This is an optimization exercise on Yosys and OpenROAD, whose aim is small area, a short achievable clock period and few clock cycles, not a production implementation. In this exercise RTL edits were held to simulation tests only and were not proved equivalent to the original.

==> v5: inputs <==
==> flow/design.v <==
module huff_tree #(
    parameter K  = 16,   
    parameter FW = 12,   
    parameter SW = 16    
) (
    input  wire           clk,
    input  wire           rst,
    input  wire           cmd_valid,
    output wire           cmd_ready,
    input  wire [4:0]     k_cnt,
    input  wire [K*FW-1:0] freqs,
    output wire           out_valid,
    input  wire           out_ready,
    output wire           out_end,
    output wire [4:0]     out_left,
    output wire [4:0]     out_right,
    output wire [SW-1:0]  out_freq
);
    localparam ID = K/2;    
    integer j;
    function automatic lt_f(input [SW-1:0] a, input [SW-1:0] b);
        reg [SW-1:0] g, e;
        integer i, w;
        begin
            g = ~a & b;
            e = ~(a ^ b);
            for (w = 1; w < SW; w = w * 2)
                for (i = 0; i + w < SW; i = i + 2 * w) begin
                    g[i] = g[i+w] | (e[i+w] & g[i]);
                    e[i] = e[i+w] & e[i];
                end
            lt_f = g[0];
        end
    endfunction
    function automatic [SW-1:0] add_f(input [SW-1:0] a, input [SW-1:0] b);
        reg [SW-1:0] p, g, gn, pn;
        integer i, w;
        begin
            p = a ^ b;
            g = a & b;
            for (w = 1; w < SW; w = w * 2) begin
                gn = g; pn = p;
                for (i = w; i < SW; i = i + 1) begin
                    gn[i] = g[i] | (p[i] & g[i-w]);
                    pn[i] = p[i] & p[i-w];
                end
                g = gn; p = pn;
            end
            add_f = (a ^ b) ^ {g[SW-2:0], 1'b0};
        end
    endfunction
    localparam EW = FW + 6;       
    reg  [FW-1:0] ef [0:K-1];     
    reg  [3:0]    ei [0:K-1];     
    reg  [K-1:0]  ev;             
    reg  [K-1:0]  et;             
    reg  [3:0]    pt;             
    reg  [FW-1:0] ft;             
    reg           ilast;          
    reg           idone;          
    reg           itag;           
    reg           act;            
    reg           mt;             
    reg           pend;           
    reg  [4:0]    pk;             
    reg  [4:0]    ih;             
    reg  [SW-1:0] iq [0:ID-1];
    reg  [3:0]    n;              
    reg           o_v, o_e;
    reg  [4:0]    o_l, o_r;
    reg  [SW-1:0] o_f;
    reg           q_v, q_e;
    reg  [4:0]    q_l, q_r;
    reg  [SW-1:0] q_f;
    wire          room = !ev[K-1];
    assign cmd_ready = idone || (ilast && room && !pend);
    wire          acc  = cmd_valid && cmd_ready;
    wire          ins  = !idone && !pend && room;
    wire          purge = !cmd_valid && !pend;
    wire [FW-1:0] nf = (pt == 4'd0) ? freqs[FW-1:0] : ft;
    reg  [K+1:0]  c;
    always @(*) begin
        for (j = 0; j < K; j = j + 1)
            c[j] = ins && (!ev[j] ||
                           (et[j] == itag && (pt != 4'd0) &&
                            lt_f({{(SW-FW){1'b0}}, ft}, {{(SW-FW){1'b0}}, ef[j]})));
        c[K]   = ins;
        c[K+1] = ins;
    end
    wire          vl0 = ev[0] && (et[0] == mt);
    wire          vl1 = ev[1] && (et[1] == mt);
    wire          vi0 = (n != 4'd0);
    wire          vi1 = (n[3:1] != 3'd0);
    wire [SW-1:0] l0 = {{(SW-FW){1'b0}}, ef[0]};
    wire [SW-1:0] l1 = {{(SW-FW){1'b0}}, ef[1]};
    wire [SW-1:0] i0 = iq[0];
    wire [SW-1:0] i1 = iq[1];
    wire          last  = (vl0 && !vl1 && n == 4'd0) || (!vl0 && n == 4'd1);
    wire          go_end   = act && !q_v && last;
    wire          go_merge = act && !q_v && !last;
    wire          ca = vl0 && (!vi0 || !lt_f(i0, l0));    
    wire          cb = vl1 && (!vi0 || !lt_f(i0, l1));    
    wire          cc = vl0 && (!vi1 || !lt_f(i1, l0));    
    wire          k_ll = ca && cb;
    wire          k_la = ca && !cb;
    wire          k_lb = !ca && cc;
    wire          k_ii = !ca && !cc;
    wire          k_l1 = k_la || k_lb;                
    wire [SW-1:0] s_ll = add_f(l0, l1);
    wire [SW-1:0] s_li = add_f(l0, i0);
    wire [SW-1:0] s_ii = add_f(i0, i1);
    wire [SW-1:0] sum = ({SW{k_ll}} & s_ll) | ({SW{k_l1}} & s_li) | ({SW{k_ii}} & s_ii);
    wire [4:0]    ih1 = ih + 5'd1;
    wire [4:0]    ih2 = ih + 5'd2;
    wire [4:0]    xi = (k_ll || k_la) ? {1'b0, ei[0]} : ih;
    wire [4:0]    yi = k_ll ? {1'b0, ei[1]} : k_la ? ih : k_lb ? {1'b0, ei[0]} : ih1;
    wire [3:0]    n_p1 = n + 4'd1;
    wire [3:0]    n_m1 = n - 4'd1;
    wire          p1 = (go_merge && k_l1) || (go_end && vl0);
    wire          p2 = go_merge && k_ll;
    reg  [ID-1:0] e0, e1, e2;
    always @(*)
        for (j = 0; j < ID; j = j + 1) begin
            e0[j] = (n == j);
            e1[j] = (n == j + 1);
            e2[j] = (n == j + 2);
        end
    wire          start = (!act || go_end) && (pend || acc);
    wire          r_e = go_end;
    wire [4:0]    r_l = go_end ? (vl0 ? {1'b0, ei[0]} : ih) : xi;
    wire [4:0]    r_r = yi;
    wire [SW-1:0] r_f = go_end ? (vl0 ? l0 : i0) : sum;
    wire [EW-1:0] ent [0:K+1];
    wire [EW-1:0] ent_new = {itag, 1'b1, pt, nf};
    wire [EW-1:0] ent_n [0:K-1];
    genvar g, h;
    generate
        for (g = 0; g < K; g = g + 1) begin : g_ent
            assign ent[g] = {et[g], ev[g], ei[g], ef[g]};
        end
        assign ent[K]   = {EW{1'b0}};
        assign ent[K+1] = {EW{1'b0}};
        for (g = 0; g < K; g = g + 1) begin : g_next
            wire [EW-1:0] v [0:2];    
            for (h = 0; h < 3; h = h + 1) begin : g_shift
                if (g + h == 0)
                    assign v[h] = c[0] ? ent_new : ent[0];
                else
                    assign v[h] = !c[g+h] ? ent[g+h] : !c[g+h-1] ? ent_new : ent[g+h-1];
            end
            assign ent_n[g] = p2 ? v[2] : p1 ? v[1] : v[0];
        end
    endgenerate
    assign out_valid = o_v;
    assign out_end   = o_e;
    assign out_left  = o_l;
    assign out_right = o_r;
    assign out_freq  = o_f;
    always @(posedge clk) begin
        for (j = 0; j < K; j = j + 1) begin
            ef[j] <= ent_n[j][FW-1:0];
            ei[j] <= ent_n[j][FW+3:FW];
            et[j] <= ent_n[j][FW+5];
        end
        if (ins)
            ft <= freqs[(pt + 4'd1)*FW +: FW];
        if (go_merge)
            for (j = 0; j < ID; j = j + 1)
                iq[j] <= ((k_ll && e0[j]) || (k_l1 && e1[j]) || (k_ii && e2[j])) ? sum :
                         k_ll ? iq[j] : k_ii ? iq[(j+2) % ID] : iq[(j+1) % ID];
        if (!o_v || out_ready) begin
            o_e <= q_v ? q_e : r_e;
            o_l <= q_v ? q_l : r_l;
            o_r <= q_v ? q_r : r_r;
            o_f <= q_v ? q_f : r_f;
        end else if (!q_v) begin
            q_e <= r_e;
            q_l <= r_l;
            q_r <= r_r;
            q_f <= r_f;
        end
        if (acc)
            pk <= k_cnt;
        if (rst) begin
            ev    <= {K{1'b0}};
            pt    <= 4'd0;
            ilast <= 1'b0;
            idone <= 1'b0;
            itag  <= 1'b0;
            act   <= 1'b0;
            pend  <= 1'b0;
            n     <= 4'd0;
            o_v   <= 1'b0;
            q_v   <= 1'b0;
        end else begin
            for (j = 0; j < K; j = j + 1)
                ev[j] <= ent_n[j][FW+4] && !(purge && ent_n[j][FW+5] == itag);
            if (acc) begin
                pt    <= 4'd0;
                ilast <= 1'b0;
                idone <= 1'b0;
                itag  <= ~itag;
            end else if (!cmd_valid) begin
                pt    <= 4'd0;
                ilast <= 1'b0;
                idone <= 1'b0;
            end else if (ins) begin
                pt    <= pt + 4'd1;
                ilast <= ({1'b0, pt} + 5'd2 == k_cnt);
                idone <= ({1'b0, pt} + 5'd1 == k_cnt);
            end
            if (go_merge)
                n <= k_ll ? n_p1 : k_ii ? n_m1 : n;
            else if (go_end)
                n <= 4'd0;
            if (!o_v || out_ready) begin
                o_v <= q_v || go_merge || go_end;
                q_v <= 1'b0;
            end else if (go_merge || go_end) begin
                q_v <= 1'b1;
            end
            if (go_merge)
                ih <= k_ll ? ih : k_ii ? ih2 : ih1;
            if (start) begin
                act  <= 1'b1;
                mt   <= pend ? ~itag : itag;
                pend <= 1'b0;
                ih   <= pend ? pk : k_cnt;
            end else begin
                if (go_end)
                    act <= 1'b0;
                if (acc)
                    pend <= 1'b1;
            end
        end
    end
endmodule
==> flow/flow/run.sh <==
#!/bin/bash
# The standard layout (the standard.sh, standard synthesis included), with
# timing repair aiming at a setup slack of 6.5 ns: the clock and its constraints
# are unchanged, repair just works towards a shorter achieved period.
set -euo pipefail
export SETUP_SLACK_MARGIN=6.5
bash standard.sh > standard.log 2>&1
==> flow/standard.sh <==
#!/bin/bash
# synth_recipe.tcl (not shown) runs the flow's synth.tcl, then flattens the netlist and writes it again
# the make line also repeats each setting of config.mk as NAME=value (left out here)
make -C /OpenROAD-flow-scripts/flow DESIGN_CONFIG=/design/flow/config.mk WORK_HOME=/design/flow/orfs CLKGATE_MAP_FILE= SYNTH_SCRIPT=/design/flow/synth_recipe.tcl "${@:-finish}"
==> flow/config.mk <==
export PLATFORM = sky130hd
export DESIGN_NAME = huff_tree
export DESIGN_NICKNAME = huff_tree
export VERILOG_FILES = /design/flow/design.v
export SDC_FILE = /design/flow/constraint.sdc
export NUM_CORES = 4
export LEC_CHECK = 0
export CAP_MARGIN = 20
export CORE_MARGIN = 2
export CORE_UTILIZATION = 60
export SLEW_MARGIN = 20
==> flow/constraint.sdc <==
create_clock -name core_clock -period 10.0 [get_ports {clk}]
set_input_delay 2.0000 -clock core_clock [delete_from_list [all_inputs] [get_ports {clk}]]
set_output_delay 2.0000 -clock core_clock [all_outputs]
set_load 0.01 [all_outputs]
==> v7 (differences from v5) <==
==> flow/design.v, changed modules only <==
module huff_tree #(
    parameter K  = 16,   
    parameter FW = 12,   
    parameter SW = 16    
) (
    input  wire           clk,
    input  wire           rst,
    input  wire           cmd_valid,
    output wire           cmd_ready,
    input  wire [4:0]     k_cnt,
    input  wire [K*FW-1:0] freqs,
    output wire           out_valid,
    input  wire           out_ready,
    output wire           out_end,
    output wire [4:0]     out_left,
    output wire [4:0]     out_right,
    output wire [SW-1:0]  out_freq
);
    localparam ID = K/2;    
    integer j;
    function automatic lt_f(input [SW-1:0] a, input [SW-1:0] b);
        reg [SW-1:0] g, e;
        integer i, w;
        begin
            g = ~a & b;
            e = ~(a ^ b);
            for (w = 1; w < SW; w = w * 2)
                for (i = 0; i + w < SW; i = i + 2 * w) begin
                    g[i] = g[i+w] | (e[i+w] & g[i]);
                    e[i] = e[i+w] & e[i];
                end
            lt_f = g[0];
        end
    endfunction
    function automatic [SW-1:0] add_f(input [SW-1:0] a, input [SW-1:0] b);
        reg [SW-1:0] p, g, gn, pn;
        integer i, w;
        begin
            p = a ^ b;
            g = a & b;
            for (w = 1; w < SW; w = w * 2) begin
                gn = g; pn = p;
                for (i = w; i < SW; i = i + 1) begin
                    gn[i] = g[i] | (p[i] & g[i-w]);
                    pn[i] = p[i] & p[i-w];
                end
                g = gn; p = pn;
            end
            add_f = (a ^ b) ^ {g[SW-2:0], 1'b0};
        end
    endfunction
    localparam EW = FW + 4;       
    reg  [FW-1:0] ef [0:K-1];     
    reg  [3:0]    ei [0:K-1];     
    reg  [4:0]    occ;            
    reg  [4:0]    lrem;           
    reg  [4:0]    ibase;          
    reg  [3:0]    pt;             
    reg  [FW-1:0] ft;             
    reg           ilast;          
    reg           idone;          
    reg           act;            
    reg           pend;           
    reg  [4:0]    pk;             
    reg  [4:0]    ih;             
    reg  [SW-1:0] iq [0:ID-1];
    reg  [3:0]    n;              
    reg           o_v, o_e;
    reg  [4:0]    o_l, o_r;
    reg  [SW-1:0] o_f;
    reg           q_v, q_e;
    reg  [4:0]    q_l, q_r;
    reg  [SW-1:0] q_f;
    wire          room = !occ[4];
    assign cmd_ready = (idone || (ilast && room)) && !pend;
    wire          acc  = cmd_valid && cmd_ready;
    wire          ins  = !idone && room;
    wire          purge = !cmd_valid;
    wire [FW-1:0] nf = (pt == 4'd0) ? freqs[FW-1:0] : ft;
    reg  [K+1:0]  c;
    always @(*) begin
        for (j = 0; j < K; j = j + 1)
            c[j] = ins && (j >= occ ||
                           (j >= ibase && (pt != 4'd0) &&
                            lt_f({{(SW-FW){1'b0}}, ft}, {{(SW-FW){1'b0}}, ef[j]})));
        c[K]   = ins;
        c[K+1] = ins;
    end
    wire          vl0 = (lrem != 5'd0);
    wire          vl1 = (lrem[4:1] != 4'd0);
    wire          vi0 = (n != 4'd0);
    wire          vi1 = (n[3:1] != 3'd0);
    wire [SW-1:0] l0 = {{(SW-FW){1'b0}}, ef[0]};
    wire [SW-1:0] l1 = {{(SW-FW){1'b0}}, ef[1]};
    wire [SW-1:0] i0 = iq[0];
    wire [SW-1:0] i1 = iq[1];
    wire          last  = (lrem == 5'd1 && n == 4'd0) || (lrem == 5'd0 && n == 4'd1);
    wire          go_end   = act && !q_v && last;
    wire          go_merge = act && !q_v && !last;
    wire          ca = vl0 && (!vi0 || !lt_f(i0, l0));    
    wire          cb = vl1 && (!vi0 || !lt_f(i0, l1));    
    wire          cc = vl0 && (!vi1 || !lt_f(i1, l0));    
    wire          k_ll = ca && cb;
    wire          k_la = ca && !cb;
    wire          k_lb = !ca && cc;
    wire          k_ii = !ca && !cc;
    wire          k_l1 = k_la || k_lb;                
    wire [SW-1:0] s_ll = add_f(l0, l1);
    wire [SW-1:0] s_li = add_f(l0, i0);
    wire [SW-1:0] s_ii = add_f(i0, i1);
    wire [SW-1:0] sum = ({SW{k_ll}} & s_ll) | ({SW{k_l1}} & s_li) | ({SW{k_ii}} & s_ii);
    wire [4:0]    ih1 = ih + 5'd1;
    wire [4:0]    ih2 = ih + 5'd2;
    wire [4:0]    xi = (k_ll || k_la) ? {1'b0, ei[0]} : ih;
    wire [4:0]    yi = k_ll ? {1'b0, ei[1]} : k_la ? ih : k_lb ? {1'b0, ei[0]} : ih1;
    wire [3:0]    n_p1 = n + 4'd1;
    wire [3:0]    n_m1 = n - 4'd1;
    wire          p1 = (go_merge && k_l1) || (go_end && vl0);
    wire          p2 = go_merge && k_ll;
    wire [4:0]    lp = {3'd0, p2, p1};
    wire [4:0]    occ_n = purge ? ibase - lp : occ - lp + (ins && cmd_valid);
    reg  [ID-1:0] e0, e1, e2;
    always @(*)
        for (j = 0; j < ID; j = j + 1) begin
            e0[j] = (n == j);
            e1[j] = (n == j + 1);
            e2[j] = (n == j + 2);
        end
    wire          start = (!act || go_end) && (pend || acc);
    wire          r_e = go_end;
    wire [4:0]    r_l = go_end ? (vl0 ? {1'b0, ei[0]} : ih) : xi;
    wire [4:0]    r_r = yi;
    wire [SW-1:0] r_f = go_end ? (vl0 ? l0 : i0) : sum;
    wire [EW-1:0] ent [0:K+1];
    wire [EW-1:0] ent_new = {pt, nf};
    wire [EW-1:0] ent_n [0:K-1];
    wire          q0 = !p1 && !p2;
    genvar g;
    generate
        for (g = 0; g < K; g = g + 1) begin : g_ent
            assign ent[g] = {ei[g], ef[g]};
        end
        assign ent[K]   = {EW{1'b0}};
        assign ent[K+1] = {EW{1'b0}};
        for (g = 0; g < K; g = g + 1) begin : g_next
            wire cm = (g == 0) ? 1'b0 : c[g-1];
            wire sm1 = q0 && c[g] && cm;
            wire s0  = (q0 && !c[g]) || (p1 && c[g+1] && c[g]);
            wire sp1 = (p1 && !c[g+1]) || (p2 && c[g+2] && c[g+1]);
            wire sp2 = p2 && !c[g+2];
            wire sn  = (q0 && c[g] && !cm) || (p1 && c[g+1] && !c[g]) ||
                       (p2 && c[g+2] && !c[g+1]);
            wire [EW-1:0] em1 = (g == 0) ? {EW{1'b0}} : ent[(g == 0) ? 0 : g-1];
            assign ent_n[g] = ({EW{sm1}} & em1) | ({EW{s0}} & ent[g]) |
                              ({EW{sp1}} & ent[g+1]) | ({EW{sp2}} & ent[g+2]) |
                              ({EW{sn}} & ent_new);
        end
    endgenerate
    reg  [SW-1:0] iq_n [0:ID-1];
    reg           w_s, w_h, w_1, w_2;
    always @(*)
        for (j = 0; j < ID; j = j + 1) begin
            w_s = go_merge && ((k_ll && e0[j]) || (k_l1 && e1[j]) || (k_ii && e2[j]));
            w_h = !go_merge || (k_ll && !e0[j]);
            w_1 = go_merge && k_l1 && !e1[j];
            w_2 = go_merge && k_ii && !e2[j];
            iq_n[j] = ({SW{w_h}} & iq[j]) | ({SW{w_1}} & iq[(j+1) % ID]) |
                      ({SW{w_2}} & iq[(j+2) % ID]) | ({SW{w_s}} & sum);
        end
    assign out_valid = o_v;
    assign out_end   = o_e;
    assign out_left  = o_l;
    assign out_right = o_r;
    assign out_freq  = o_f;
    always @(posedge clk) begin
        for (j = 0; j < K; j = j + 1) begin
            ef[j] <= ent_n[j][FW-1:0];
            ei[j] <= ent_n[j][FW+3:FW];
        end
        if (ins)
            ft <= freqs[(pt + 4'd1)*FW +: FW];
        for (j = 0; j < ID; j = j + 1)
            iq[j] <= iq_n[j];
        if (!o_v || out_ready) begin
            o_e <= q_v ? q_e : r_e;
            o_l <= q_v ? q_l : r_l;
            o_r <= q_v ? q_r : r_r;
            o_f <= q_v ? q_f : r_f;
        end else if (!q_v) begin
            q_e <= r_e;
            q_l <= r_l;
            q_r <= r_r;
            q_f <= r_f;
        end
        if (acc)
            pk <= k_cnt;
        if (rst) begin
            occ   <= 5'd0;
            lrem  <= 5'd0;
            ibase <= 5'd0;
            pt    <= 4'd0;
            ilast <= 1'b0;
            idone <= 1'b0;
            act   <= 1'b0;
            pend  <= 1'b0;
            n     <= 4'd0;
            o_v   <= 1'b0;
            q_v   <= 1'b0;
        end else begin
            occ   <= occ_n;
            ibase <= (purge || acc) ? occ_n : ibase - lp;
            if (acc) begin
                pt    <= 4'd0;
                ilast <= 1'b0;
                idone <= 1'b0;
            end else if (!cmd_valid) begin
                pt    <= 4'd0;
                ilast <= 1'b0;
                idone <= 1'b0;
            end else if (ins) begin
                pt    <= pt + 4'd1;
                ilast <= ({1'b0, pt} + 5'd2 == k_cnt);
                idone <= ({1'b0, pt} + 5'd1 == k_cnt);
            end
            if (go_merge)
                n <= k_ll ? n_p1 : k_ii ? n_m1 : n;
            else if (go_end)
                n <= 4'd0;
            if (!o_v || out_ready) begin
                o_v <= q_v || go_merge || go_end;
                q_v <= 1'b0;
            end else if (go_merge || go_end) begin
                q_v <= 1'b1;
            end
            if (go_merge)
                ih <= k_ll ? ih : k_ii ? ih2 : ih1;
            if (start) begin
                act  <= 1'b1;
                pend <= pend && acc;
                ih   <= pend ? pk : k_cnt;
                lrem <= pend ? pk : k_cnt;
            end else begin
                lrem <= lrem - lp;
                if (go_end)
                    act <= 1'b0;
                if (acc)
                    pend <= 1'b1;
            end
        end
    end
endmodule
==> flow_summary.json <==
{
  "crit_required_ps": 10520,
  "grt_use_met3_pct": 12.8,
  "yosys_register_bits": 508,
  "vias": 36800,
  "reg2reg_depth": 13,
  "synthTopCellsByCount": "nor2_1 (493), a21oi_1 (424), nand2_1 (385)",
  "status": "complete, no violations",
  "cts_buffers": 55,
  "met3WireLength_um": 22100,
  "fp.dieArea_mm2": 0.0616,
  "cp_slowest_cell": "edfxtp_1",
  "antenna_found_initial": 5
}
the above is filed under v5

==> flow_summary.json <==
{
  "cp_slowest_cell": "a211o_1",
  "cts_buffers": 53,
  "synthTopCellsByCount": "nand2_1 (518), dfxtp_1 (413), ha_1 (263)",
  "crit_required_ps": 10570,
  "status": "complete, no violations",
  "met3WireLength_um": 25600
}
the above is filed under v7

Testbench counts of v5, summed over its fixed seeds: cycles 3,590.
Testbench counts of v7, summed over its fixed seeds: cycles 3,279.

afterwards: timing with drivers on the ports:
No port has a modelled driver above. Below, the same layouts with a new extraction and two added sets of constraints. Step 1: set_driving_cell puts a clkbuf_16 on clk and a buf_2 on each other input, an assumption about the parent block. Step 2, shift: input delay + t, output delay - t, t = (earliest + latest rising clock arrival at the registers) / 2. This alone moves slack from input paths to output paths. Three values: no drivers, after step 1, after step 2; two values: the first two.
| run | t (ns) | setup slack, ns | pins driven straight from the clock port |
|---|---|---|---|
| v5 | 0.710 | 6.330 / 6.330 / 5.925 | 1 |
| v7 | 0.691 | 6.208 / 6.208 / 5.973 | 1 |
After both steps every run listed still meets setup and hold. For v5, which loses most, drivers alone change the setup slack by 0.000 ns; drivers and shift together by -0.405 ns.
